Context: an optimization exercise on an open-source flow, tuned for small area, a short achievable clock period and few clock cycles. The choices shown serve that exercise and are no tape-out recipe.
Only simulation tests tie the RTL to the original design; equivalence was not proved.
Power figures rest on the tool's default switching activity, not on a simulated workload.

## design/flow/run.sh

```bash
#!/bin/bash
# synth_recipe.tcl (not shown) runs the flow's synth.tcl, then flattens the netlist and writes it again
# the make line also repeats each setting of config.mk as NAME=value (left out here)
make -C /OpenROAD-flow-scripts/flow DESIGN_CONFIG=/design/flow/config.mk WORK_HOME=/design/flow/orfs CLKGATE_MAP_FILE= SYNTH_SCRIPT=/design/flow/synth_recipe.tcl finish
```

## design/flow/config.mk

```make
export PLATFORM = sky130hd
export DESIGN_NAME = vrd
export DESIGN_NICKNAME = vrd
export VERILOG_FILES = /design/flow/design.v
export SDC_FILE = /design/flow/constraint.sdc
export NUM_CORES = 4
export LEC_CHECK = 0
export CAP_MARGIN = 20
export CORE_MARGIN = 2
export CORE_UTILIZATION = 40
export SLEW_MARGIN = 20
export SYNTH_MEMORY_MAX_BITS = 16384
```

## design/flow/constraint.sdc

```tcl
create_clock -name core_clock -period 10.0 [get_ports {clk}]
set_input_delay 2.0000 -clock core_clock [delete_from_list [all_inputs] [get_ports {clk}]]
set_output_delay 2.0000 -clock core_clock [all_outputs]
set_load 0.01 [all_outputs]
```

## design/flow/design.v

```verilog
module vrd_scan (
    input  wire [2:0] shape,    
    input  wire       regime,
    input  wire [5:0] cursor,   
    output reg  [5:0] pos
);
    always @(*) begin
        case ({shape, regime, cursor})
            {3'd0, 1'b0, 6'd0}: pos = 6'd0;
            {3'd0, 1'b0, 6'd1}: pos = 6'd1;
            {3'd0, 1'b0, 6'd2}: pos = 6'd8;
            {3'd0, 1'b0, 6'd3}: pos = 6'd16;
            {3'd0, 1'b0, 6'd4}: pos = 6'd9;
            {3'd0, 1'b0, 6'd5}: pos = 6'd2;
            {3'd0, 1'b0, 6'd6}: pos = 6'd3;
            {3'd0, 1'b0, 6'd7}: pos = 6'd10;
            {3'd0, 1'b0, 6'd8}: pos = 6'd17;
            {3'd0, 1'b0, 6'd9}: pos = 6'd24;
            {3'd0, 1'b0, 6'd10}: pos = 6'd32;
            {3'd0, 1'b0, 6'd11}: pos = 6'd25;
            {3'd0, 1'b0, 6'd12}: pos = 6'd18;
            {3'd0, 1'b0, 6'd13}: pos = 6'd11;
            {3'd0, 1'b0, 6'd14}: pos = 6'd4;
            {3'd0, 1'b0, 6'd15}: pos = 6'd5;
            {3'd0, 1'b0, 6'd16}: pos = 6'd12;
            {3'd0, 1'b0, 6'd17}: pos = 6'd19;
            {3'd0, 1'b0, 6'd18}: pos = 6'd26;
            {3'd0, 1'b0, 6'd19}: pos = 6'd33;
            {3'd0, 1'b0, 6'd20}: pos = 6'd40;
            {3'd0, 1'b0, 6'd21}: pos = 6'd48;
            {3'd0, 1'b0, 6'd22}: pos = 6'd41;
            {3'd0, 1'b0, 6'd23}: pos = 6'd34;
            {3'd0, 1'b0, 6'd24}: pos = 6'd27;
            {3'd0, 1'b0, 6'd25}: pos = 6'd20;
            {3'd0, 1'b0, 6'd26}: pos = 6'd13;
            {3'd0, 1'b0, 6'd27}: pos = 6'd6;
            {3'd0, 1'b0, 6'd28}: pos = 6'd7;
            {3'd0, 1'b0, 6'd29}: pos = 6'd14;
            {3'd0, 1'b0, 6'd30}: pos = 6'd21;
            {3'd0, 1'b0, 6'd31}: pos = 6'd28;
            {3'd0, 1'b0, 6'd32}: pos = 6'd35;
            {3'd0, 1'b0, 6'd33}: pos = 6'd42;
            {3'd0, 1'b0, 6'd34}: pos = 6'd49;
            {3'd0, 1'b0, 6'd35}: pos = 6'd56;
            {3'd0, 1'b0, 6'd36}: pos = 6'd57;
            {3'd0, 1'b0, 6'd37}: pos = 6'd50;
            {3'd0, 1'b0, 6'd38}: pos = 6'd43;
            {3'd0, 1'b0, 6'd39}: pos = 6'd36;
            {3'd0, 1'b0, 6'd40}: pos = 6'd29;
            {3'd0, 1'b0, 6'd41}: pos = 6'd22;
            {3'd0, 1'b0, 6'd42}: pos = 6'd15;
            {3'd0, 1'b0, 6'd43}: pos = 6'd23;
            {3'd0, 1'b0, 6'd44}: pos = 6'd30;
            {3'd0, 1'b0, 6'd45}: pos = 6'd37;
            {3'd0, 1'b0, 6'd46}: pos = 6'd44;
            {3'd0, 1'b0, 6'd47}: pos = 6'd51;
            {3'd0, 1'b0, 6'd48}: pos = 6'd58;
            {3'd0, 1'b0, 6'd49}: pos = 6'd59;
            {3'd0, 1'b0, 6'd50}: pos = 6'd52;
            {3'd0, 1'b0, 6'd51}: pos = 6'd45;
            {3'd0, 1'b0, 6'd52}: pos = 6'd38;
            {3'd0, 1'b0, 6'd53}: pos = 6'd31;
            {3'd0, 1'b0, 6'd54}: pos = 6'd39;
            {3'd0, 1'b0, 6'd55}: pos = 6'd46;
            {3'd0, 1'b0, 6'd56}: pos = 6'd53;
            {3'd0, 1'b0, 6'd57}: pos = 6'd60;
            {3'd0, 1'b0, 6'd58}: pos = 6'd61;
            {3'd0, 1'b0, 6'd59}: pos = 6'd54;
            {3'd0, 1'b0, 6'd60}: pos = 6'd47;
            {3'd0, 1'b0, 6'd61}: pos = 6'd55;
            {3'd0, 1'b0, 6'd62}: pos = 6'd62;
            {3'd0, 1'b0, 6'd63}: pos = 6'd63;
            {3'd0, 1'b1, 6'd0}: pos = 6'd0;
            {3'd0, 1'b1, 6'd1}: pos = 6'd8;
            {3'd0, 1'b1, 6'd2}: pos = 6'd1;
            {3'd0, 1'b1, 6'd3}: pos = 6'd2;
            {3'd0, 1'b1, 6'd4}: pos = 6'd9;
            {3'd0, 1'b1, 6'd5}: pos = 6'd16;
            {3'd0, 1'b1, 6'd6}: pos = 6'd24;
            {3'd0, 1'b1, 6'd7}: pos = 6'd17;
            {3'd0, 1'b1, 6'd8}: pos = 6'd10;
            {3'd0, 1'b1, 6'd9}: pos = 6'd3;
            {3'd0, 1'b1, 6'd10}: pos = 6'd4;
            {3'd0, 1'b1, 6'd11}: pos = 6'd11;
            {3'd0, 1'b1, 6'd12}: pos = 6'd18;
            {3'd0, 1'b1, 6'd13}: pos = 6'd25;
            {3'd0, 1'b1, 6'd14}: pos = 6'd32;
            {3'd0, 1'b1, 6'd15}: pos = 6'd40;
            {3'd0, 1'b1, 6'd16}: pos = 6'd33;
            {3'd0, 1'b1, 6'd17}: pos = 6'd26;
            {3'd0, 1'b1, 6'd18}: pos = 6'd19;
            {3'd0, 1'b1, 6'd19}: pos = 6'd12;
            {3'd0, 1'b1, 6'd20}: pos = 6'd5;
            {3'd0, 1'b1, 6'd21}: pos = 6'd6;
            {3'd0, 1'b1, 6'd22}: pos = 6'd13;
            {3'd0, 1'b1, 6'd23}: pos = 6'd20;
            {3'd0, 1'b1, 6'd24}: pos = 6'd27;
            {3'd0, 1'b1, 6'd25}: pos = 6'd34;
            {3'd0, 1'b1, 6'd26}: pos = 6'd41;
            {3'd0, 1'b1, 6'd27}: pos = 6'd48;
            {3'd0, 1'b1, 6'd28}: pos = 6'd56;
            {3'd0, 1'b1, 6'd29}: pos = 6'd49;
            {3'd0, 1'b1, 6'd30}: pos = 6'd42;
            {3'd0, 1'b1, 6'd31}: pos = 6'd35;
            {3'd0, 1'b1, 6'd32}: pos = 6'd28;
            {3'd0, 1'b1, 6'd33}: pos = 6'd21;
            {3'd0, 1'b1, 6'd34}: pos = 6'd14;
            {3'd0, 1'b1, 6'd35}: pos = 6'd7;
            {3'd0, 1'b1, 6'd36}: pos = 6'd15;
            {3'd0, 1'b1, 6'd37}: pos = 6'd22;
            {3'd0, 1'b1, 6'd38}: pos = 6'd29;
            {3'd0, 1'b1, 6'd39}: pos = 6'd36;
            {3'd0, 1'b1, 6'd40}: pos = 6'd43;
            {3'd0, 1'b1, 6'd41}: pos = 6'd50;
            {3'd0, 1'b1, 6'd42}: pos = 6'd57;
            {3'd0, 1'b1, 6'd43}: pos = 6'd58;
            {3'd0, 1'b1, 6'd44}: pos = 6'd51;
            {3'd0, 1'b1, 6'd45}: pos = 6'd44;
            {3'd0, 1'b1, 6'd46}: pos = 6'd37;
            {3'd0, 1'b1, 6'd47}: pos = 6'd30;
            {3'd0, 1'b1, 6'd48}: pos = 6'd23;
            {3'd0, 1'b1, 6'd49}: pos = 6'd31;
            {3'd0, 1'b1, 6'd50}: pos = 6'd38;
            {3'd0, 1'b1, 6'd51}: pos = 6'd45;
            {3'd0, 1'b1, 6'd52}: pos = 6'd52;
            {3'd0, 1'b1, 6'd53}: pos = 6'd59;
            {3'd0, 1'b1, 6'd54}: pos = 6'd60;
            {3'd0, 1'b1, 6'd55}: pos = 6'd53;
            {3'd0, 1'b1, 6'd56}: pos = 6'd46;
            {3'd0, 1'b1, 6'd57}: pos = 6'd39;
            {3'd0, 1'b1, 6'd58}: pos = 6'd47;
            {3'd0, 1'b1, 6'd59}: pos = 6'd54;
            {3'd0, 1'b1, 6'd60}: pos = 6'd61;
            {3'd0, 1'b1, 6'd61}: pos = 6'd62;
            {3'd0, 1'b1, 6'd62}: pos = 6'd55;
            {3'd0, 1'b1, 6'd63}: pos = 6'd63;
            {3'd3, 1'b0, 6'd0}: pos = 6'd0;
            {3'd3, 1'b0, 6'd1}: pos = 6'd1;
            {3'd3, 1'b0, 6'd2}: pos = 6'd8;
            {3'd3, 1'b0, 6'd3}: pos = 6'd16;
            {3'd3, 1'b0, 6'd4}: pos = 6'd9;
            {3'd3, 1'b0, 6'd5}: pos = 6'd2;
            {3'd3, 1'b0, 6'd6}: pos = 6'd3;
            {3'd3, 1'b0, 6'd7}: pos = 6'd10;
            {3'd3, 1'b0, 6'd8}: pos = 6'd17;
            {3'd3, 1'b0, 6'd9}: pos = 6'd24;
            {3'd3, 1'b0, 6'd10}: pos = 6'd25;
            {3'd3, 1'b0, 6'd11}: pos = 6'd18;
            {3'd3, 1'b0, 6'd12}: pos = 6'd11;
            {3'd3, 1'b0, 6'd13}: pos = 6'd4;
            {3'd3, 1'b0, 6'd14}: pos = 6'd5;
            {3'd3, 1'b0, 6'd15}: pos = 6'd12;
            {3'd3, 1'b0, 6'd16}: pos = 6'd19;
            {3'd3, 1'b0, 6'd17}: pos = 6'd26;
            {3'd3, 1'b0, 6'd18}: pos = 6'd27;
            {3'd3, 1'b0, 6'd19}: pos = 6'd20;
            {3'd3, 1'b0, 6'd20}: pos = 6'd13;
            {3'd3, 1'b0, 6'd21}: pos = 6'd6;
            {3'd3, 1'b0, 6'd22}: pos = 6'd7;
            {3'd3, 1'b0, 6'd23}: pos = 6'd14;
            {3'd3, 1'b0, 6'd24}: pos = 6'd21;
            {3'd3, 1'b0, 6'd25}: pos = 6'd28;
            {3'd3, 1'b0, 6'd26}: pos = 6'd29;
            {3'd3, 1'b0, 6'd27}: pos = 6'd22;
            {3'd3, 1'b0, 6'd28}: pos = 6'd15;
            {3'd3, 1'b0, 6'd29}: pos = 6'd23;
            {3'd3, 1'b0, 6'd30}: pos = 6'd30;
            {3'd3, 1'b0, 6'd31}: pos = 6'd31;
            {3'd3, 1'b1, 6'd0}: pos = 6'd0;
            {3'd3, 1'b1, 6'd1}: pos = 6'd8;
            {3'd3, 1'b1, 6'd2}: pos = 6'd1;
            {3'd3, 1'b1, 6'd3}: pos = 6'd2;
            {3'd3, 1'b1, 6'd4}: pos = 6'd9;
            {3'd3, 1'b1, 6'd5}: pos = 6'd16;
            {3'd3, 1'b1, 6'd6}: pos = 6'd24;
            {3'd3, 1'b1, 6'd7}: pos = 6'd17;
            {3'd3, 1'b1, 6'd8}: pos = 6'd10;
            {3'd3, 1'b1, 6'd9}: pos = 6'd3;
            {3'd3, 1'b1, 6'd10}: pos = 6'd4;
            {3'd3, 1'b1, 6'd11}: pos = 6'd11;
            {3'd3, 1'b1, 6'd12}: pos = 6'd18;
            {3'd3, 1'b1, 6'd13}: pos = 6'd25;
            {3'd3, 1'b1, 6'd14}: pos = 6'd26;
            {3'd3, 1'b1, 6'd15}: pos = 6'd19;
            {3'd3, 1'b1, 6'd16}: pos = 6'd12;
            {3'd3, 1'b1, 6'd17}: pos = 6'd5;
            {3'd3, 1'b1, 6'd18}: pos = 6'd6;
            {3'd3, 1'b1, 6'd19}: pos = 6'd13;
            {3'd3, 1'b1, 6'd20}: pos = 6'd20;
            {3'd3, 1'b1, 6'd21}: pos = 6'd27;
            {3'd3, 1'b1, 6'd22}: pos = 6'd28;
            {3'd3, 1'b1, 6'd23}: pos = 6'd21;
            {3'd3, 1'b1, 6'd24}: pos = 6'd14;
            {3'd3, 1'b1, 6'd25}: pos = 6'd7;
            {3'd3, 1'b1, 6'd26}: pos = 6'd15;
            {3'd3, 1'b1, 6'd27}: pos = 6'd22;
            {3'd3, 1'b1, 6'd28}: pos = 6'd29;
            {3'd3, 1'b1, 6'd29}: pos = 6'd30;
            {3'd3, 1'b1, 6'd30}: pos = 6'd23;
            {3'd3, 1'b1, 6'd31}: pos = 6'd31;
            {3'd6, 1'b0, 6'd0}: pos = 6'd0;
            {3'd6, 1'b0, 6'd1}: pos = 6'd1;
            {3'd6, 1'b0, 6'd2}: pos = 6'd4;
            {3'd6, 1'b0, 6'd3}: pos = 6'd8;
            {3'd6, 1'b0, 6'd4}: pos = 6'd5;
            {3'd6, 1'b0, 6'd5}: pos = 6'd2;
            {3'd6, 1'b0, 6'd6}: pos = 6'd3;
            {3'd6, 1'b0, 6'd7}: pos = 6'd6;
            {3'd6, 1'b0, 6'd8}: pos = 6'd9;
            {3'd6, 1'b0, 6'd9}: pos = 6'd12;
            {3'd6, 1'b0, 6'd10}: pos = 6'd16;
            {3'd6, 1'b0, 6'd11}: pos = 6'd13;
            {3'd6, 1'b0, 6'd12}: pos = 6'd10;
            {3'd6, 1'b0, 6'd13}: pos = 6'd7;
            {3'd6, 1'b0, 6'd14}: pos = 6'd11;
            {3'd6, 1'b0, 6'd15}: pos = 6'd14;
            {3'd6, 1'b0, 6'd16}: pos = 6'd17;
            {3'd6, 1'b0, 6'd17}: pos = 6'd20;
            {3'd6, 1'b0, 6'd18}: pos = 6'd24;
            {3'd6, 1'b0, 6'd19}: pos = 6'd21;
            {3'd6, 1'b0, 6'd20}: pos = 6'd18;
            {3'd6, 1'b0, 6'd21}: pos = 6'd15;
            {3'd6, 1'b0, 6'd22}: pos = 6'd19;
            {3'd6, 1'b0, 6'd23}: pos = 6'd22;
            {3'd6, 1'b0, 6'd24}: pos = 6'd25;
            {3'd6, 1'b0, 6'd25}: pos = 6'd28;
            {3'd6, 1'b0, 6'd26}: pos = 6'd29;
            {3'd6, 1'b0, 6'd27}: pos = 6'd26;
            {3'd6, 1'b0, 6'd28}: pos = 6'd23;
            {3'd6, 1'b0, 6'd29}: pos = 6'd27;
            {3'd6, 1'b0, 6'd30}: pos = 6'd30;
            {3'd6, 1'b0, 6'd31}: pos = 6'd31;
            {3'd6, 1'b1, 6'd0}: pos = 6'd0;
            {3'd6, 1'b1, 6'd1}: pos = 6'd4;
            {3'd6, 1'b1, 6'd2}: pos = 6'd1;
            {3'd6, 1'b1, 6'd3}: pos = 6'd2;
            {3'd6, 1'b1, 6'd4}: pos = 6'd5;
            {3'd6, 1'b1, 6'd5}: pos = 6'd8;
            {3'd6, 1'b1, 6'd6}: pos = 6'd12;
            {3'd6, 1'b1, 6'd7}: pos = 6'd9;
            {3'd6, 1'b1, 6'd8}: pos = 6'd6;
            {3'd6, 1'b1, 6'd9}: pos = 6'd3;
            {3'd6, 1'b1, 6'd10}: pos = 6'd7;
            {3'd6, 1'b1, 6'd11}: pos = 6'd10;
            {3'd6, 1'b1, 6'd12}: pos = 6'd13;
            {3'd6, 1'b1, 6'd13}: pos = 6'd16;
            {3'd6, 1'b1, 6'd14}: pos = 6'd20;
            {3'd6, 1'b1, 6'd15}: pos = 6'd17;
            {3'd6, 1'b1, 6'd16}: pos = 6'd14;
            {3'd6, 1'b1, 6'd17}: pos = 6'd11;
            {3'd6, 1'b1, 6'd18}: pos = 6'd15;
            {3'd6, 1'b1, 6'd19}: pos = 6'd18;
            {3'd6, 1'b1, 6'd20}: pos = 6'd21;
            {3'd6, 1'b1, 6'd21}: pos = 6'd24;
            {3'd6, 1'b1, 6'd22}: pos = 6'd28;
            {3'd6, 1'b1, 6'd23}: pos = 6'd25;
            {3'd6, 1'b1, 6'd24}: pos = 6'd22;
            {3'd6, 1'b1, 6'd25}: pos = 6'd19;
            {3'd6, 1'b1, 6'd26}: pos = 6'd23;
            {3'd6, 1'b1, 6'd27}: pos = 6'd26;
            {3'd6, 1'b1, 6'd28}: pos = 6'd29;
            {3'd6, 1'b1, 6'd29}: pos = 6'd30;
            {3'd6, 1'b1, 6'd30}: pos = 6'd27;
            {3'd6, 1'b1, 6'd31}: pos = 6'd31;
            {3'd7, 1'b0, 6'd0}: pos = 6'd0;
            {3'd7, 1'b0, 6'd1}: pos = 6'd1;
            {3'd7, 1'b0, 6'd2}: pos = 6'd4;
            {3'd7, 1'b0, 6'd3}: pos = 6'd8;
            {3'd7, 1'b0, 6'd4}: pos = 6'd5;
            {3'd7, 1'b0, 6'd5}: pos = 6'd2;
            {3'd7, 1'b0, 6'd6}: pos = 6'd3;
            {3'd7, 1'b0, 6'd7}: pos = 6'd6;
            {3'd7, 1'b0, 6'd8}: pos = 6'd9;
            {3'd7, 1'b0, 6'd9}: pos = 6'd12;
            {3'd7, 1'b0, 6'd10}: pos = 6'd13;
            {3'd7, 1'b0, 6'd11}: pos = 6'd10;
            {3'd7, 1'b0, 6'd12}: pos = 6'd7;
            {3'd7, 1'b0, 6'd13}: pos = 6'd11;
            {3'd7, 1'b0, 6'd14}: pos = 6'd14;
            {3'd7, 1'b0, 6'd15}: pos = 6'd15;
            {3'd7, 1'b1, 6'd0}: pos = 6'd0;
            {3'd7, 1'b1, 6'd1}: pos = 6'd4;
            {3'd7, 1'b1, 6'd2}: pos = 6'd1;
            {3'd7, 1'b1, 6'd3}: pos = 6'd2;
            {3'd7, 1'b1, 6'd4}: pos = 6'd5;
            {3'd7, 1'b1, 6'd5}: pos = 6'd8;
            {3'd7, 1'b1, 6'd6}: pos = 6'd12;
            {3'd7, 1'b1, 6'd7}: pos = 6'd9;
            {3'd7, 1'b1, 6'd8}: pos = 6'd6;
            {3'd7, 1'b1, 6'd9}: pos = 6'd3;
            {3'd7, 1'b1, 6'd10}: pos = 6'd7;
            {3'd7, 1'b1, 6'd11}: pos = 6'd10;
            {3'd7, 1'b1, 6'd12}: pos = 6'd13;
            {3'd7, 1'b1, 6'd13}: pos = 6'd14;
            {3'd7, 1'b1, 6'd14}: pos = 6'd11;
            {3'd7, 1'b1, 6'd15}: pos = 6'd15;
            default: pos = 6'd0;
        endcase
    end
endmodule
module vrd (
    input  wire        clk,
    input  wire        rst,           
    input  wire        cmd_valid,
    output wire        cmd_ready,
    input  wire [35:0] cmd_word,
    output wire        rsp_valid,
    input  wire        rsp_ready,
    output wire [35:0] rsp_word,
    output wire        irq,
    output wire        sym_req,
    output wire [1:0]  sym_class,
    output wire        sym_regime,
    input  wire        sym_ack,
    input  wire [3:0]  sym_data,
    output wire        coef_req,
    output wire [2:0]  coef_cs,
    input  wire        coef_ack,
    input  wire        coef_err,
    input  wire        coef_last,
    input  wire [31:0] coef_skip,
    input  wire [31:0] coef_value,
    output wire        itx_req,
    output wire        itx_op,        
    output wire [2:0]  itx_shape,
    output wire        itx_kind,      
    output wire [5:0]  itx_idx,
    output wire [15:0] itx_coef,
    input  wire        itx_ack,
    input  wire [15:0] itx_res,
    output wire        mem_req,
    output wire        mem_we,
    output wire [31:0] mem_addr,
    output wire [7:0]  mem_wdata,
    input  wire        mem_ack,
    input  wire [7:0]  mem_rdata
);
    localparam [3:0] OP_NOP = 4'd0, OP_SETQ = 4'd1, OP_SETCTX = 4'd2, OP_SETBASE = 4'd3,
                     OP_SETSTRIDE = 4'd4, OP_DECBLK = 4'd5, OP_CLRACC = 4'd6,
                     OP_RDREG = 4'd7, OP_RDBLK = 4'd8, OP_CLRERR = 4'd9;
    localparam [3:0] ST_OK = 4'd0, ST_ILLCMD = 4'd1, ST_UNCFG = 4'd2, ST_QZERO = 4'd3,
                     ST_STREAM = 4'd4, ST_REFUSED = 4'd5;
    localparam [2:0] SH_FULL = 3'd0, SH_PAIR8x4 = 3'd3, SH_PAIR4x8 = 3'd6, SH_QUAD = 3'd7;
    localparam [3:0] S_IDLE     = 4'd0,
                     S_EXEC     = 4'd1,
                     S_SEL_TT   = 4'd2,
                     S_SEL_PAT  = 4'd3,
                     S_SUB      = 4'd4,
                     S_PULL     = 4'd5,
                     S_PLACE    = 4'd6,
                     S_SUBDONE  = 4'd7,
                     S_ITX_SEND = 4'd8,
                     S_RES      = 4'd9,
                     S_MRD      = 4'd10,
                     S_MWR      = 4'd11,
                     S_FINISH   = 4'd12,
                     S_RSP      = 4'd13;
    reg [3:0]  state;
    reg [7:0]  q_mquant;
    reg        q_halfqp;
    reg        q_pquant;
    reg        c_regime;
    reg [2:0]  c_cs;
    reg        c_patf;
    reg        c_resred;
    reg [31:0] dstbase;
    reg [31:0] dststride;
    reg [3:0]  cfgv;
    reg [31:0] ttacc;
    reg        res_valid;
    reg [3:0]  res_subpat;
    reg [2:0]  res_shape;
    reg [7:0]  res_pat;
    reg [6:0]  placed [0:3];
    reg        err;
    reg [3:0]  errcode;
    reg [1:0]  errsub;
    reg [31:0] cmdcnt;
    reg [7:0]  quant;
    reg [8:0]  scale;
    reg [15:0] blk [0:63];
    reg [3:0]  cur_op;
    reg [31:0] cur_data;
    reg [2:0]  raw;
    reg [2:0]  wshape;
    reg [3:0]  wsubpat;
    reg [1:0]  k;
    reg [32:0] cursor;
    reg [6:0]  cnt;
    reg        c_err;
    reg        c_last;
    reg [31:0] c_skip;
    reg [31:0] c_value;
    reg [5:0]  pidx;           
    reg [15:0] res_sample;
    reg [7:0]  old_pix;
    reg [35:0] rsp_reg;
    wire [2:0] d_ttcode  = cur_data[2:0];
    wire       d_noshape = cur_data[3];
    wire       d_first   = cur_data[4];
    wire       d_skipblk = cur_data[5];
    wire       d_ttout   = cur_data[6];
    wire [2:0] d_n       = cur_data[10:8];
    wire [31:0] reg_qctx   = {22'd0, q_pquant, q_halfqp, q_mquant};
    wire [31:0] reg_ctx    = {26'd0, c_resred, c_patf, c_cs, c_regime};
    wire [31:0] reg_result = {16'd0, res_valid, res_subpat, res_shape, res_pat};
    wire [31:0] reg_placed = {1'b0, placed[3], 1'b0, placed[2], 1'b0, placed[1], 1'b0, placed[0]};
    wire [31:0] reg_status = {16'd0, cfgv, 2'd0, errsub, errcode, 3'd0, err};
    wire [31:0] reg_work   = {8'd0, quant, 7'd0, scale};
    reg [31:0] regval;
    always @(*) begin
        case (cur_data[3:0])
            4'd0:    regval = reg_qctx;
            4'd1:    regval = reg_ctx;
            4'd2:    regval = dstbase;
            4'd3:    regval = dststride;
            4'd4:    regval = ttacc;
            4'd5:    regval = reg_result;
            4'd6:    regval = reg_placed;
            4'd7:    regval = reg_status;
            4'd8:    regval = cmdcnt;
            4'd9:    regval = reg_work;
            default: regval = 32'd0;
        endcase
    end
    reg [31:0] rsvmask;
    always @(*) begin
        case (cur_op)
            OP_NOP, OP_CLRACC, OP_CLRERR: rsvmask = 32'hFFFFFFFF;
            OP_SETQ:                      rsvmask = 32'hFFFFFC00;
            OP_SETCTX:                    rsvmask = 32'hFFFFFFC0;
            OP_SETBASE, OP_SETSTRIDE:     rsvmask = 32'h00000000;
            OP_DECBLK:                    rsvmask = 32'hFFFFF880;
            OP_RDREG:                     rsvmask = 32'hFFFFFFF0;
            OP_RDBLK:                     rsvmask = 32'hFFFFFFC0;
            default:                      rsvmask = 32'hFFFFFFFF;
        endcase
    end
    wire admitted_while_err = (cur_op == OP_NOP) || (cur_op == OP_RDREG) ||
                              (cur_op == OP_RDBLK) || (cur_op == OP_CLRERR);
    wire refused = err && !admitted_while_err;
    wire illegal = (cur_op >= 4'd10) ||
                   ((cur_data & rsvmask) != 32'd0) ||
                   (cur_op == OP_RDREG && cur_data[3:0] >= 4'd10) ||
                   (cur_op == OP_DECBLK && d_noshape && d_ttcode != 3'd0);
    wire [31:0] status_after_illcmd = err ? reg_status
                                          : {16'd0, cfgv, 2'd0, 2'd0, ST_ILLCMD, 3'd0, 1'b1};
    wire [31:0] status_after_uncfg  = {16'd0, cfgv, 2'd0, 2'd0, ST_UNCFG, 3'd0, 1'b1};
    wire [31:0] status_after_qzero  = {16'd0, cfgv, 2'd0, 2'd0, ST_QZERO, 3'd0, 1'b1};
    wire [31:0] status_after_stream = {16'd0, cfgv, 2'd0, k, ST_STREAM, 3'd0, 1'b1};
    wire        mq_neg     = q_mquant[7];
    wire [7:0]  quant_next = mq_neg ? (~q_mquant + 8'd1) : q_mquant;    
    wire        mq_pos     = !mq_neg && (q_mquant != 8'd0);
    wire [8:0]  scale_next = {quant_next, 1'b0} + {8'd0, (mq_pos & q_halfqp)};
    reg [2:0] nsub;          
    reg [6:0] cap;           
    reg       wide;          
    reg [2:0] x0, y0;        
    reg       empty;         
    always @(*) begin
        case (wshape)
            SH_FULL: begin
                nsub = 3'd1; cap = 7'd64; wide = 1'b1;
                x0 = 3'd0; y0 = 3'd0;
                empty = 1'b0;
            end
            SH_PAIR8x4: begin
                nsub = 3'd2; cap = 7'd32; wide = 1'b1;
                x0 = 3'd0; y0 = {k[0], 2'b00};
                empty = wsubpat[1 - k[0]];
            end
            SH_PAIR4x8: begin
                nsub = 3'd2; cap = 7'd32; wide = 1'b0;
                x0 = {k[0], 2'b00}; y0 = 3'd0;
                empty = wsubpat[1 - k[0]];
            end
            default: begin  
                nsub = 3'd4; cap = 7'd16; wide = 1'b0;
                x0 = {k[0], 2'b00}; y0 = {k[1], 2'b00};
                empty = wsubpat[3 - k];
            end
        endcase
    end
    wire [32:0] cur_sum = cursor + {1'b0, c_skip};
    wire        overrun = (cur_sum >= {26'd0, cap});
    wire [5:0] scan_pos;
    vrd_scan u_scan (
        .shape  (wshape),
        .regime (c_regime),
        .cursor (cur_sum[5:0]),
        .pos    (scan_pos)
    );
    wire [2:0] place_row = wide ? scan_pos[5:3] : scan_pos[4:2];
    wire [2:0] place_col = wide ? scan_pos[2:0] : {1'b0, scan_pos[1:0]};
    wire [5:0] place_cell = {y0 + place_row, x0 + place_col};
    wire signed [40:0] deq_prod = $signed(c_value) * $signed({1'b0, scale});
    wire signed [15:0] deq_t    = deq_prod[15:0];
    wire signed [15:0] deq_bias = deq_t[15] ? -$signed({8'd0, quant}) : $signed({8'd0, quant});
    wire signed [15:0] deq_val  = q_pquant ? deq_t : (deq_t + deq_bias);
    wire [2:0] pix_row  = wide ? pidx[5:3] : pidx[4:2];
    wire [2:0] pix_col  = wide ? pidx[2:0] : {1'b0, pidx[1:0]};
    wire [2:0] blk_row  = y0 + pix_row;
    wire [2:0] blk_col  = x0 + pix_col;
    wire [5:0] pix_cell = {blk_row, blk_col};
    wire signed [31:0] row_offset = $signed(dststride) * $signed({29'd0, blk_row});
    wire [31:0]        pix_addr   = dstbase + row_offset + {29'd0, blk_col};
    wire signed [17:0] pix_sum = $signed({10'd0, old_pix}) + $signed({{2{res_sample[15]}}, res_sample});
    wire [7:0]         pix_new = pix_sum[17] ? 8'd0 :
                                 (pix_sum > 18'sd255) ? 8'd255 : pix_sum[7:0];
    wire last_idx = ({1'b0, pidx} == cap - 7'd1);
    reg [3:0] pat;
    always @(*) begin
        case (wshape)
            SH_FULL:    pat = 4'hF;
            SH_QUAD:    pat = ~wsubpat;
            SH_PAIR8x4: pat = ~{wsubpat[1], wsubpat[1], wsubpat[0], wsubpat[0]};
            default:    pat = ~{wsubpat[1], wsubpat[0], wsubpat[1], wsubpat[0]};
        endcase
    end
    wire raw_generic  = (raw == 3'd3) || (raw == 3'd6);
    wire read_pat2    = raw_generic || (d_noshape && (!d_first || c_patf ||
                                                      (c_resred && !d_first)));
    wire [3:0] orient_subpat = (raw == 3'd2 || raw == 3'd5) ? 4'b0010 : 4'b0001;
    reg  [2:0] raw_norm;
    always @(*) begin
        case (raw)
            3'd0:             raw_norm = SH_FULL;
            3'd1, 3'd2, 3'd3: raw_norm = SH_PAIR8x4;
            3'd4, 3'd5, 3'd6: raw_norm = SH_PAIR4x8;
            default:          raw_norm = SH_QUAD;
        endcase
    end
    assign cmd_ready  = (state == S_IDLE);
    assign rsp_valid  = (state == S_RSP);
    assign rsp_word   = rsp_reg;
    assign irq        = err;
    wire   pat_read   = (raw == 3'd7) || ((raw != 3'd0) && read_pat2);
    assign sym_req    = (state == S_SEL_TT) || ((state == S_SEL_PAT) && pat_read);
    assign sym_class  = (state == S_SEL_TT) ? 2'd0 : ((raw == 3'd7) ? 2'd1 : 2'd2);
    assign sym_regime = c_regime;
    assign coef_req   = (state == S_PULL);
    assign coef_cs    = c_cs;
    assign itx_req    = (state == S_ITX_SEND) || (state == S_RES);
    assign itx_op     = (state == S_RES);
    assign itx_shape  = wshape;
    assign itx_kind   = (cnt == 7'd1);
    assign itx_idx    = pidx;
    assign itx_coef   = blk[pix_cell];
    assign mem_req    = (state == S_MRD) || (state == S_MWR);
    assign mem_we     = (state == S_MWR);
    assign mem_addr   = pix_addr;
    assign mem_wdata  = pix_new;
    wire blk_clear = (state == S_EXEC) && !refused && !illegal && (cur_op == OP_DECBLK) &&
                     (cfgv == 4'b1111) && (q_mquant != 8'd0);
    wire [15:0] rd_cell = blk[cur_data[5:0]];
    wire blk_write = (state == S_PLACE) && !c_err && !overrun;
    integer i;
    always @(posedge clk) begin
        if (blk_clear) begin
            for (i = 0; i < 64; i = i + 1)
                blk[i] <= 16'd0;
        end else if (blk_write) begin
            blk[place_cell] <= deq_val;
        end
    end
    always @(posedge clk) begin
        if (rst) begin
            state      <= S_IDLE;
            q_mquant   <= 8'd0;
            q_halfqp   <= 1'b0;
            q_pquant   <= 1'b0;
            c_regime   <= 1'b0;
            c_cs       <= 3'd0;
            c_patf     <= 1'b0;
            c_resred   <= 1'b0;
            dstbase    <= 32'd0;
            dststride  <= 32'd0;
            cfgv       <= 4'd0;
            ttacc      <= 32'd0;
            res_valid  <= 1'b0;
            res_subpat <= 4'd0;
            res_shape  <= 3'd0;
            res_pat    <= 8'd0;
            placed[0]  <= 7'd0;
            placed[1]  <= 7'd0;
            placed[2]  <= 7'd0;
            placed[3]  <= 7'd0;
            err        <= 1'b0;
            errcode    <= 4'd0;
            errsub     <= 2'd0;
            cmdcnt     <= 32'd0;
            quant      <= 8'd0;
            scale      <= 9'd0;
            rsp_reg    <= 36'd0;
        end else begin
            case (state)
            S_IDLE: begin
                if (cmd_valid) begin
                    cur_op   <= cmd_word[35:32];
                    cur_data <= cmd_word[31:0];
                    state    <= S_EXEC;
                end
            end
            S_EXEC: begin
                state <= S_RSP;
                if (refused) begin
                    rsp_reg <= {ST_REFUSED, reg_status};
                end else if (illegal) begin
                    if (!err) begin
                        err     <= 1'b1;
                        errcode <= ST_ILLCMD;
                        errsub  <= 2'd0;
                    end
                    rsp_reg <= {ST_ILLCMD, status_after_illcmd};
                end else begin
                    case (cur_op)
                    OP_NOP: begin
                        rsp_reg <= {ST_OK, 32'd0};
                        cmdcnt  <= cmdcnt + 32'd1;
                    end
                    OP_SETQ: begin
                        q_mquant <= cur_data[7:0];
                        q_halfqp <= cur_data[8];
                        q_pquant <= cur_data[9];
                        cfgv[0]  <= 1'b1;
                        rsp_reg  <= {ST_OK, 32'd0};
                        cmdcnt   <= cmdcnt + 32'd1;
                    end
                    OP_SETCTX: begin
                        c_regime <= cur_data[0];
                        c_cs     <= cur_data[3:1];
                        c_patf   <= cur_data[4];
                        c_resred <= cur_data[5];
                        cfgv[1]  <= 1'b1;
                        rsp_reg  <= {ST_OK, 32'd0};
                        cmdcnt   <= cmdcnt + 32'd1;
                    end
                    OP_SETBASE: begin
                        dstbase <= cur_data;
                        cfgv[2] <= 1'b1;
                        rsp_reg <= {ST_OK, 32'd0};
                        cmdcnt  <= cmdcnt + 32'd1;
                    end
                    OP_SETSTRIDE: begin
                        dststride <= cur_data;
                        cfgv[3]   <= 1'b1;
                        rsp_reg   <= {ST_OK, 32'd0};
                        cmdcnt    <= cmdcnt + 32'd1;
                    end
                    OP_CLRACC: begin
                        ttacc   <= 32'd0;
                        rsp_reg <= {ST_OK, 32'd0};
                        cmdcnt  <= cmdcnt + 32'd1;
                    end
                    OP_RDREG: begin
                        rsp_reg <= {ST_OK, regval};
                        cmdcnt  <= cmdcnt + 32'd1;
                    end
                    OP_RDBLK: begin
                        rsp_reg <= {ST_OK, {{16{rd_cell[15]}}, rd_cell}};
                        cmdcnt  <= cmdcnt + 32'd1;
                    end
                    OP_CLRERR: begin
                        err     <= 1'b0;
                        errcode <= 4'd0;
                        errsub  <= 2'd0;
                        rsp_reg <= {ST_OK, 32'd0};
                        cmdcnt  <= cmdcnt + 32'd1;
                    end
                    default: begin  
                        if (cfgv != 4'b1111) begin
                            err     <= 1'b1;
                            errcode <= ST_UNCFG;
                            errsub  <= 2'd0;
                            rsp_reg <= {ST_UNCFG, status_after_uncfg};
                        end else if (q_mquant == 8'd0) begin
                            err     <= 1'b1;
                            errcode <= ST_QZERO;
                            errsub  <= 2'd0;
                            rsp_reg <= {ST_QZERO, status_after_qzero};
                        end else begin
                            placed[0]  <= 7'd0;
                            placed[1]  <= 7'd0;
                            placed[2]  <= 7'd0;
                            placed[3]  <= 7'd0;
                            res_valid  <= 1'b0;
                            res_subpat <= 4'd0;
                            res_shape  <= 3'd0;
                            res_pat    <= 8'd0;
                            quant      <= quant_next;
                            scale      <= scale_next;
                            raw        <= d_ttcode;
                            k          <= 2'd0;
                            state      <= d_noshape ? S_SEL_TT : S_SEL_PAT;
                        end
                    end
                    endcase
                end
            end
            S_SEL_TT: begin
                if (sym_ack) begin
                    raw   <= sym_data[2:0];
                    state <= S_SEL_PAT;
                end
            end
            S_SEL_PAT: begin
                wshape <= raw_norm;
                if (raw == 3'd0) begin
                    wsubpat <= 4'd0;
                    state   <= S_SUB;
                end else if (raw == 3'd7) begin
                    if (sym_ack) begin
                        wsubpat <= ~sym_data;
                        state   <= S_SUB;
                    end
                end else if (read_pat2) begin
                    if (sym_ack) begin
                        wsubpat <= (sym_data[1:0] == 2'd0) ? 4'd0 : {2'd0, sym_data[1:0] ^ 2'b11};
                        state   <= S_SUB;
                    end
                end else begin
                    wsubpat <= orient_subpat;
                    state   <= S_SUB;
                end
            end
            S_SUB: begin
                if ({1'b0, k} >= nsub) begin
                    state <= S_FINISH;
                end else if (empty) begin
                    k <= k + 2'd1;
                    if (k == 2'd3)
                        state <= S_FINISH;
                end else begin
                    cursor <= 33'd0;
                    cnt    <= 7'd0;
                    state  <= S_PULL;
                end
            end
            S_PULL: begin
                if (coef_ack) begin
                    c_err   <= coef_err;
                    c_last  <= coef_last;
                    c_skip  <= coef_skip;
                    c_value <= coef_value;
                    state   <= S_PLACE;
                end
            end
            S_PLACE: begin
                if (c_err) begin
                    placed[k] <= cnt;
                    if (!err) begin
                        err     <= 1'b1;
                        errcode <= ST_STREAM;
                        errsub  <= k;
                    end
                    rsp_reg <= {ST_STREAM, status_after_stream};
                    state   <= S_RSP;
                end else if (overrun) begin
                    state <= S_SUBDONE;
                end else begin
                    cursor <= cur_sum + 33'd1;
                    cnt    <= cnt + 7'd1;
                    state  <= c_last ? S_SUBDONE : S_PULL;
                end
            end
            S_SUBDONE: begin
                placed[k] <= cnt;
                pidx      <= 6'd0;
                if (d_skipblk) begin
                    k <= k + 2'd1;
                    state <= (k == 2'd3) ? S_FINISH : S_SUB;
                end else begin
                    state <= S_ITX_SEND;
                end
            end
            S_ITX_SEND: begin
                if (itx_ack) begin
                    if (last_idx) begin
                        pidx  <= 6'd0;
                        state <= S_RES;
                    end else begin
                        pidx <= pidx + 6'd1;
                    end
                end
            end
            S_RES: begin
                if (itx_ack) begin
                    res_sample <= itx_res;
                    state      <= S_MRD;
                end
            end
            S_MRD: begin
                if (mem_ack) begin
                    old_pix <= mem_rdata;
                    state   <= S_MWR;
                end
            end
            S_MWR: begin
                if (mem_ack) begin
                    if (last_idx) begin
                        k     <= k + 2'd1;
                        state <= (k == 2'd3) ? S_FINISH : S_SUB;
                    end else begin
                        pidx  <= pidx + 6'd1;
                        state <= S_RES;
                    end
                end
            end
            S_FINISH: begin
                if (d_ttout)
                    ttacc <= ttacc | ({29'd0, wshape} << {d_n, 2'b00});
                res_valid  <= 1'b1;
                res_subpat <= wsubpat;
                res_shape  <= wshape;
                res_pat    <= {4'd0, pat};
                rsp_reg    <= {ST_OK, 16'd0, 1'b1, wsubpat, wshape, 4'd0, pat};
                cmdcnt     <= cmdcnt + 32'd1;
                state      <= S_RSP;
            end
            S_RSP: begin
                if (rsp_ready)
                    state <= S_IDLE;
            end
            default: state <= S_IDLE;
            endcase
        end
    end
endmodule
```

==> run notes <==
## logic make-up (layout without fill, tap and decap cells)
kind of cell / count (synthesis) / count (layout) / share of synthesized area
xor gates and xnor gates: 180 / 180 / 0.0196
muxes: 710 / 710 / 0.187
other: 1 / 9 / 0.0000458
adders and majority gates: 342 / 342 / 0.0639
and+or+nand+nor: 2426 / 2426 / 0.131
buffers and inverters: 688 / 923 / 0.0324
AOI/OAI and AO/OA: 842 / 842 / 0.0653
DFF: 1438 / 1438 / 0.501
## through the flow
step / area, um^2 / util / worst slack [ns]
5_1_grt: 93400 / 0.458 / 0.00418
2_1_floorplan: 81900 / - / 0.891
3_5_place_dp: 87800 / 0.430 / 0.420
3_3_place_gp: 87700 / 0.430 / 0.389
6_report: 93400 / 0.458 / 0.424
4_1_cts: 93200 / 0.457 / 0.0232
## placed cells by master (no fill, tap or decap), drive strengths merged, types with 11 or more instances in the layout
cell type      count
a211oi            47
a21boi            11
a21o              44
a21oi            278
a222oi            27
a22oi             65
a31oi             61
and2             141
and3              49
buf              229
bufinv            23
clkbuf           186
clkdlybuf4s50    236
clkinv            70
dfxtp            218
edfxtp          1220
fa               128
ha               210
inv              171
mux2i             46
mux4             658
nand2            533
nand2b            31
nand3             78
nand4             46
nor2            1283
nor2b             66
nor3             115
nor4              12
o211ai            14
o21a              32
o21ai            147
o21bai            18
o22ai             16
o31ai             11
or2               15
or3               27
xnor2            122
xor2              56
## layer usage
| metal | vias to the layer above | track usage | wire length [um] |
|---|---|---|---|
| li1 | 24900 | - | - |
| met1 | 29800 | 0.336 | 102000 |
| met2 | 3664 | 0.416 | 130000 |
| met3 | 659 | 0.0706 | 31800 |
| met4 | 10 | 0.132 | 15300 |
| met5 | - | 0 | 71 |
## worst max-delay path by stage
stage / end / slack, ns
floorplan: blk[45][14] / 0.89
global placement: mem_addr[30] / 0.39
detailed placement: mem_addr[30] / 0.42
CTS: mem_addr[30] / 0.02
global route: mem_addr[30] / 0.004
finish: mem_addr[30] / 0.42
## cell type report
class / count / area share
Multi-Input combinational cell: 4501 / 0.414
Inverter: 166 / 0.00667
Sequential cell: 1438 / 0.439
Antenna cell: 8 / 0.000214
Tap cell: 2688 / 0.0360
Clock inverter: 106 / 0.0140
Clock buffer: 186 / 0.0440
Timing Repair Buffer: 465 / 0.0457
## worst min-delay path: stages (launching register included)
cell and delay (ns):
dfxtp_1 0.31, nand2_1 0.05, a21oi_1 0.05
## power groups by stage
| stage | clock [mW] | combinational (mW) | sequential (mW) |
|---|---|---|---|
| finish | 6.16 | 2.35 | 6.78 |
| global placement | 0 | 2.27 | 6.90 |
| CTS | 6.21 | 2.31 | 6.78 |
| global route | 6.45 | 2.48 | 6.79 |
| detailed placement | 0 | 2.30 | 6.91 |
| floorplan | 0 | 1.60 | 6.74 |
## what timing repair did
| action | in CTS | in global routing |
|---|---|---|
| hold buffers | 0 | 0 |
| pin swaps | 1 | 6 |
| endpoints found under the setup margin | 5 | 21 |
| gates cloned | 0 | 0 |
| gates resized for setup | 6 | 16 |
| setup buffers | 0 | 4 |
==> flow_summary.ini <==
[status]
status = complete, no violations

[pwr]
p_leak_nw = 27.6
intPower_mw = 11.0
switching_share = 0.280
powerDensity_nw_per_um2 = 164
clock_power_share = 0.403
pwr-share-comb = 0.154
p_seq_frac = 0.443
vdd_drop_max_v = 0.000220
power_mw = 15.3
power_switching_mw = 4.28

[hold_path]
worstHoldPathType = reg2reg
whs_endpoint = rsp_reg[18]
worstHoldStart = rsp_reg[18]
whs_path_depth = 2

[yosys]
synth_enable_flop_cells = 1220
synth_ff_type = edfxtp_1
ys_top_cells_by_area = edfxtp_1, mux4_2, nor2_1, dfxtp_1, ha_1
netlist.area_leader.share = 0.447
synth_cell_types = 85
ys_seq_elements = 1438
synth_common_cells = nor2_1, edfxtp_1, mux4_2
postSynthCellCount = 6627
syn_area_um2 = 81900
synth_area_per_cell_um2 = 12.4
async_flop_share = 0
synth_most_common_cell = nor2_1
ys_warn_count = 2
syn_nets = 7103
synth_area_leader_cell = edfxtp_1
ys_seq_area_frac = 0.501

[route]
viasPerCell = 6.17
wl_per_cell_um = 29.1
drt_first_pass_iters = 9
first_iter_violations = 7753
drcViolationCount = 0
ant_nets = 0
routed_wl_um = 278000
num_vias = 59000

[grt]
grt_first_pass_wirelength_um = 403000
antenna_found_initial = 22
grt_usage = 0.264
overflow = 0
grt_pass1_vias = 58000
grt_max_degree = 101

[setup_path]
critPathMaxFanout = 27
startpoint_type = flop
crit_slowest_cell = clkdlybuf4s50_1
r2r_start = quant[1]
r2r_end = blk[21][14]
reg2reg_slack_ns = 0.66
critPathTopFamily = compound AO/OA/AOI/OAI gates
cp-startpoint = wshape[1]
required_ns = 8.00
crit_arrival_ns = 7.58
worstSetupEndpointType = output port
cp_num_buf_inv = 5
cp_num_cells = 28
crit_path_max_incr_delay_ns = 0.55
rr_worst_depth = 36
worstSetupPathType = reg2out

[sta]
finalCriticalPeriod_ns = 9.58
finalSetupTns_ns = 0
rsz0062_at_grt = no
final.period_utilization = 0.958
slew_headroom = 0.141
skew_ns = 0.0548
holdWs_ns = 0.452
finalHoldViolCount = 0
setup_viol = 0
fmax_ghz = 0.104
worst_pin_slew_ns = 1.28
slew_viol_final = 0

[finish]
seq_area_um2 = 41000
layout.nets = 7205
multi_input_area_um2 = 38700
nFillCells = 18200
drive_gt1_frac = 0.183
instances_no_fill = 9558
largest_register_ffs = 1024
area_growth_pct = 14.1

[placement]
place.detailed.hpwl_um = 183000
globalplace.congestion = 0.940
io_buffers = 237
place_inst = 9251

[clocking]
cts_buffers = 157
numClockSinks = 1438
cts_tree = done
clock_latency_ns = 0.84
clock-root-buffer = clkbuf_16
worst_setup_hold_path_clk_slew_ns = 0.06
htreeDepth = 4
clk_path_buf_depth = 3

[floorplan]
die_area_um2 = 208000
rows = 166
die_w_um = 456
die_y_um = 456
io_pins = 255
initial_core_util = 0.401
core_area_um2 = 204000

[flow_run]
cap_violations = 0
Testbench counts, summed over its fixed seeds: cycles 138,179.

[separate check: timing with driven ports]
The flow's constraints put no driver on any port. The routed layout listed below was extracted and timed again, unchanged, in two steps.
Step 1: set_driving_cell puts a clkbuf_16 on clk and a buf_2 on each other input, an assumption about the parent block.
Step 2 times the ports against the registers' clock, not the clock port: input delays grow and output delays shrink by t, the midpoint of the rising clock arrivals with the driver on.
Slacks: no drivers / after step 1 / after step 2; pairs: no drivers / after step 1.
t (ns): 0.895
setup slack, ns: 0.424 / 0.337 / 0.663
worst setup path after step 2: register to register
After both steps setup and hold are still met in this run. The setup slack of this run moves by -0.087 ns with the drivers and by +0.239 ns with both steps.
